From an optimization exercise on the open Yosys and OpenROAD flow, aimed at small area and few clock cycles; shortcuts taken in it are not production practice. The RTL of this run was laid out without a check of its function. No activity file was given, so power comes from the tool's default toggle rates.

==> flow/run.sh <==
#!/bin/bash
# synth_recipe.tcl (not shown) runs the flow's synth.tcl, then flattens the netlist and writes it again
# the make line also repeats each setting of config.mk as NAME=value (left out here)
make -C /OpenROAD-flow-scripts/flow DESIGN_CONFIG=/design/flow/config.mk WORK_HOME=/design/flow/orfs CLKGATE_MAP_FILE= SYNTH_SCRIPT=/design/flow/synth_recipe.tcl finish
==> flow/config.mk <==
export PLATFORM = sky130hd
export DESIGN_NAME = mulaw_dec
export DESIGN_NICKNAME = mulaw_dec
export VERILOG_FILES = /design/flow/design.v
export SDC_FILE = /design/flow/constraint.sdc
export NUM_CORES = 4
export LEC_CHECK = 0
export CAP_MARGIN = 20
export CORE_MARGIN = 2
export CORE_UTILIZATION = 40
export SLEW_MARGIN = 20
==> flow/constraint.sdc <==
create_clock -name core_clock -period 10.0 [get_ports {clk}]
set_input_delay 2.0000 -clock core_clock [delete_from_list [all_inputs] [get_ports {clk}]]
set_output_delay 2.0000 -clock core_clock [all_outputs]
set_load 0.01 [all_outputs]
==> flow/design.v <==
module mulaw_dec (
    input  wire        clk,
    input  wire        rst,
    input  wire        bus_req,
    input  wire        bus_we,
    input  wire [7:0]  bus_addr,
    input  wire [1:0]  bus_size,
    input  wire [31:0] bus_wdata,
    output wire        bus_ack,
    output reg  [31:0] bus_rdata,
    output wire        bus_err,
    output wire        src_req_valid,
    input  wire        src_req_ready,
    output wire [32:0] src_req_pos,
    output wire [10:0] src_req_len,
    input  wire        src_ans_valid,
    input  wire [1:0]  src_ans_kind,
    input  wire [7:0]  src_ans_data,
    output wire        src_ans_ready,
    output wire        pcm_en,
    output wire        pcm_we,
    output wire [11:0] pcm_addr,
    output wire [15:0] pcm_wdata,
    input  wire [15:0] pcm_rdata
);
    localparam [31:0] PCM_CAP = 32'd4096;
    localparam [1:0] ST_IDLE = 2'd0, ST_BUSY = 2'd1, ST_DONE = 2'd2, ST_ERROR = 2'd3;
    localparam [1:0] PH_ISSUE = 2'd0, PH_WAIT = 2'd1;
    localparam [3:0] DE_NONE = 4'd0, DE_TRUNCATED = 4'd1, DE_CAPACITY = 4'd2, DE_SOURCE_FAULT = 4'd3;
    localparam [3:0] CE_OK = 4'd0, CE_BAD_OPCODE = 4'd1, CE_RESERVED_BITS = 4'd2,
                     CE_BAD_STATE = 4'd3, CE_INDEX_RANGE = 4'd4;
    localparam [1:0] ANS_DATA = 2'd0, ANS_LAST = 2'd1, ANS_EMPTY = 2'd2, ANS_FAULT = 2'd3;
    function [15:0] mulaw_expand(input [7:0] code);
        reg [7:0]  u;
        reg [2:0]  exponent;
        reg [3:0]  mantissa;
        reg [15:0] s;
        begin
            u        = ~code;
            exponent = u[6:4];
            mantissa = u[3:0];
            s        = (({8'd0, mantissa, 3'd0} + 16'h0084) << exponent) - 16'h0084;
            mulaw_expand = u[7] ? -s : s;
        end
    endfunction
    reg [1:0]  state;
    reg [1:0]  phase;
    reg [3:0]  dec_err;
    reg [3:0]  cmd_err;
    reg [31:0] data_offset;
    reg [31:0] data_size;
    reg [31:0] result;
    reg [31:0] produced;
    reg [31:0] length;
    reg [32:0] pos;
    reg        rd_pend;      
    wire admitted  = (bus_size == 2'd2) && (bus_addr[1:0] == 2'b00);
    wire reg_wr    = bus_req && admitted && bus_we;
    wire cmd_wr    = reg_wr && (bus_addr == 8'h00);
    wire [7:0]  opc       = bus_wdata[31:24];
    wire        op_lookup = (opc == 8'h01);
    wire        op_decode = (opc == 8'h02);
    wire        op_pcmrd  = (opc == 8'h03);
    wire [31:0] index     = {8'd0, bus_wdata[23:0]};
    wire pcmrd_ok   = cmd_wr && op_pcmrd && (state == ST_DONE) && (index < length);
    wire pcmrd_wait = pcmrd_ok && !rd_pend;
    assign bus_ack = bus_req && !pcmrd_wait;
    assign bus_err = bus_req && !admitted;
    always @(*) begin
        bus_rdata = 32'd0;
        if (bus_req && admitted && !bus_we) begin
            case (bus_addr)
                8'h04: bus_rdata = {20'd0, cmd_err, dec_err,
                                    (state == ST_BUSY) ? phase : 2'd0, state};
                8'h08: bus_rdata = data_offset;
                8'h0C: bus_rdata = data_size;
                8'h10: bus_rdata = result;
                8'h14: bus_rdata = produced;
                8'h18: bus_rdata = length;
                8'h1C: bus_rdata = PCM_CAP;
                default: bus_rdata = 32'd0;
            endcase
        end
    end
    wire [15:0] lookup_val = mulaw_expand(bus_wdata[7:0]);
    wire [31:0] remaining = length - produced;
    wire [10:0] req_len   = (remaining > 32'd1024) ? 11'd1024 : remaining[10:0];
    wire        eng_issue = (state == ST_BUSY) && (phase == PH_ISSUE);
    wire        eng_wait  = (state == ST_BUSY) && (phase == PH_WAIT);
    assign src_req_valid = eng_issue && (produced != length);
    assign src_req_pos   = pos;
    assign src_req_len   = req_len;
    assign src_ans_ready = eng_wait;
    wire ans_take = eng_wait && src_ans_valid;
    wire ans_byte = ans_take && (src_ans_kind == ANS_DATA || src_ans_kind == ANS_LAST);
    wire [15:0] sample = mulaw_expand(src_ans_data);
    assign pcm_en    = ans_byte || pcmrd_wait;
    assign pcm_we    = ans_byte;
    assign pcm_addr  = ans_byte ? produced[11:0] : index[11:0];
    assign pcm_wdata = sample;
    always @(posedge clk) begin
        if (rst) begin
            state       <= ST_IDLE;
            phase       <= PH_ISSUE;
            dec_err     <= DE_NONE;
            cmd_err     <= CE_OK;
            data_offset <= 32'd0;
            data_size   <= 32'd0;
            result      <= 32'd0;
            produced    <= 32'd0;
            length      <= 32'd0;
            pos         <= 33'd0;
            rd_pend     <= 1'b0;
        end else begin
            if (reg_wr && bus_ack) begin
                case (bus_addr)
                    8'h08: data_offset <= bus_wdata;
                    8'h0C: data_size   <= bus_wdata;
                    8'h00: begin
                        if (op_lookup) begin
                            if (bus_wdata[23:8] != 16'd0)
                                cmd_err <= CE_RESERVED_BITS;
                            else begin
                                result  <= {{16{lookup_val[15]}}, lookup_val};
                                cmd_err <= CE_OK;
                            end
                        end else if (op_decode) begin
                            if (bus_wdata[23:0] != 24'd0)
                                cmd_err <= CE_RESERVED_BITS;
                            else if (state == ST_BUSY || state == ST_ERROR)
                                cmd_err <= CE_BAD_STATE;
                            else begin
                                cmd_err  <= CE_OK;
                                produced <= 32'd0;
                                if (data_size > PCM_CAP) begin
                                    length  <= 32'd0;
                                    dec_err <= DE_CAPACITY;
                                    state   <= ST_ERROR;
                                end else begin
                                    length  <= data_size;
                                    dec_err <= DE_NONE;
                                    pos     <= {1'b0, data_offset};
                                    phase   <= PH_ISSUE;
                                    state   <= ST_BUSY;
                                end
                            end
                        end else if (op_pcmrd) begin
                            if (state != ST_DONE)
                                cmd_err <= CE_BAD_STATE;
                            else if (index >= length)
                                cmd_err <= CE_INDEX_RANGE;
                            else begin
                                result  <= {{16{pcm_rdata[15]}}, pcm_rdata};
                                cmd_err <= CE_OK;
                            end
                        end else begin
                            cmd_err <= CE_BAD_OPCODE;
                        end
                    end
                    default: ;
                endcase
            end
            if (pcmrd_wait)
                rd_pend <= 1'b1;
            else if (bus_ack)
                rd_pend <= 1'b0;
            if (eng_issue) begin
                if (produced == length)
                    state <= ST_DONE;
                else if (src_req_ready)
                    phase <= PH_WAIT;
            end
            if (ans_take) begin
                case (src_ans_kind)
                    ANS_FAULT: begin
                        dec_err <= DE_SOURCE_FAULT;
                        state   <= ST_ERROR;
                        phase   <= PH_ISSUE;
                    end
                    ANS_EMPTY: begin
                        dec_err <= DE_TRUNCATED;
                        state   <= ST_ERROR;
                        phase   <= PH_ISSUE;
                    end
                    default: begin
                        produced <= produced + 32'd1;
                        pos      <= pos + 33'd1;
                        if (src_ans_kind == ANS_LAST)
                            phase <= PH_ISSUE;
                    end
                endcase
            end
        end
    end
endmodule
==> impl_metrics.tcl <==
set metrics [dict create \
    synth_ff_type "dfxtp_1" \
    post-cts-setup-buffer-count 0 \
    worstSetupPathType "input pin to output pin" \
    setup-tns-final_ns 0 \
    fp.dieW_um 191 \
    synth_edf_count 0 \
    worst_hold_slack_ns 0.461 \
    final_common_cell "nand2_1" \
    synth_cells 1890 \
    async_flop_share 0 \
    synth_cell_types 95 \
    syn_area_sq_mm 0.0139 \
    reg2reg_slack_ns 6.74 \
    finalWirelength_mm 48.5 \
    worstPathArrival_ns 6.27 \
    crit_required_ns 8.00 \
    cts_max_level 4 \
    clk_pin_slew_worst_paths_ns 0.07 \
    cts_resized 0 \
    grt_max_degree 78 \
    critPathLaunchType "input pin" \
    finClkSkew_ns 0.0193 \
    power.density_mw_per_mm2 101 \
    coreArea_sq_mm 0.0345 \
    setup_viol 0 \
    synth.avg_cell_area_sq_um 7.38 \
    vias 14200 \
    clock-sinks 189 \
    hpwl_mm 36.9 \
    yosysSeqAreaShare 0.271 \
    synthToLayoutAreaGrowth_pct 18.6 \
    drt_iter0_markers 1146 \
    grt.overflow.total 0 \
    ctsLongestPathBuffers 2 \
    wire_per_inst_um 19.9 \
    clk_latency_ns 0.46 \
    pin_count 184 \
    rsz0062_at_grt "false" \
    antenna_found_initial 1 \
    ir_worst_vdd_mv 0.129 \
    final_max_slew_viol_count 0 \
    place.gp.congestion 0.902 \
    tritoncts "built" \
    cp_max_fo 20 \
    rows 68 \
    hp-class "flop to flop" \
    io_buffers 181 \
    yosysWarnings 1 \
    outcome "finished clean" \
    ys_ff_latch 189 \
    layout-drive-gt1-share 0.0533 \
    root_buffer "clkbuf_16" \
    drv_cap 0 \
    hold_violations 0 \
    grt_usage 0.263 \
    ant_nets 0 \
    timing.fmax_mhz 121 \
    first_pass_iters 6 \
    cellLeakagePower_uw 0.00595 \
    antenna_cells 0 \
    die_area_sq_mm 0.0364 \
    slew_headroom 0.314 \
    viasPerCell 5.81 \
    die_h_um 191 \
    numCtsBuffers 17 \
    grt_pass1_wl_mm 75.6 \
    start_util 0.405 \
    worstMarginPinSlew_ns 1.03 \
    holdBufCountCts 0 \
    layout_common_cells "234 x nand2_1, 199 x nor2_1, 189 x dfxtp_1, 188 x a21oi_1, 178 x clkdlybuf4s50_1" \
    end_kind "output pin" \
    fin_crit_ns 8.27 \
    final_nets 2117 \
    post-route-period-util 0.827 \
    drc 0 \
    grt_pass1_vias 13300 \
]
## final timing paths
path | depth (start not counted) | start | endpoint
max | 14 | src_ans_data[5] | pcm_wdata[14]
min | 2 | dec_err[0] | dec_err[0]
max reg2reg | 12 | length[1] | result[12]
min reg2reg | 2 | dec_err[0] | dec_err[0]
## cells by family (layout without fill, tap and decap cells)
logic type	after synthesis	count (layout)	share of synthesized area
AO/OA/AOI/OAI	509	509	0.232
XOR/XNOR	67	67	0.0421
adder cells (fa/ha/maj)	66	66	0.0597
buffers and inverters	213	312	0.0614
flip-flops	189	189	0.271
multiplexers	106	106	0.0781
other	1	2	0.000269
AND/OR/NAND/NOR	739	739	0.255
## critical path, cell delays in order
cell and delay (ns):
clkdlybuf4s50_1 0.86, a21boi_0 0.48, nand2_1 0.23, ha_1 0.27, nand2b_1 0.15, a31oi_1 0.29
a311oi_1 0.16, nor3_1 0.25, xnor2_1 0.19, nand4_1 0.17, nor4_1 0.39, a21oi_1 0.13
xor2_1 0.15, clkdlybuf4s50_1 0.54
## sequential cells by signal (all words and copies together) (netlist names)
| signal | count |
|---|---|
| data_size | 32 |
| result | 16 |
| phase | 2 |
| cmd_err | 3 |
| data_offset | 32 |
| rd_pend | 1 |
| produced | 32 |
| length | 32 |
| pos | 33 |
| state | 2 |
| dec_err | 4 |
## final cells by class
type                       instances  area [sq um]
multi-input combinational       1489          9340
clock inverter                    15           174
timing repair buffer             199          1940
inverter                          81           304
sequential                       189          3780
clock buffer                      17           425
tap                              455           569
fill                            3448         17900
## through the flow
stage	cell area [sq um]	utilization	setup WS [ns]	total power [uW]	std cells
3_3_place_gp	15900	0.462	1.90	989	2412
2_1_floorplan	14000	-	3.19	897	1891
4_1_cts	16500	0.480	1.78	1680	2445
3_5_place_dp	15900	0.462	1.79	992	2413
5_1_grt	16500	0.480	1.35	1730	2445
6_report	16500	0.480	1.73	1670	2445
## power breakdown
part / internal, uW / switching, uW / total (uW)
Sequential: 752 / 0.0153 / 752
Clock: 337 / 358 / 695
Combinational: 99.4 / 125 / 225
Total: 1190 / 483 / 1670
## synth_stat cells (20+ instances only)
library cell	number	area, sq um
a21o_1	20	150
a21oi_1	188	941
a31oi_1	35	219
and3_1	30	188
clkbuf_1	96	360
dfxtp_1	189	3780
ha_1	65	813
inv_1	80	300
mux2i_1	92	921
nand2_1	235	882
nand2b_1	20	125
nand3_1	65	325
nand4_1	29	181
nor2_1	199	747
nor3_1	32	160
nor4_1	25	156
o21ai_0	97	485
xnor2_1	38	333
xor2_1	29	254
## routing by layer
metal	global-route usage	up-vias	part of all wire
li1	-	6942	-
met1	0.369	6718	0.47
met2	0.423	474	0.45
met3	0.0282	80	0.051
met4	0.0817	0	0.028
met5	0	-	0

separate check: timing with driven ports:
No port has a modelled driver above. Below, the same layout with a new extraction and two added sets of constraints. Step 1 assumes that a clkbuf_16 drives the clock port and a buf_2 every other input. Step 2, shift: input delay + t, output delay - t, t = (earliest + latest rising clock arrival at the registers) / 2. This alone moves slack from input paths to output paths. a / b / c = ideal ports / drivers / drivers and shift; a / b = the first two.
shift t [ns]: 0.495
setup WS [ns]: 1.729 / 1.698 / 1.698
latest minus earliest clock arrival (ns): 0.020 / 0.020
After both steps this run still meets setup and hold. The setup slack of this run moves by -0.031 ns with the drivers and by -0.031 ns with both steps.
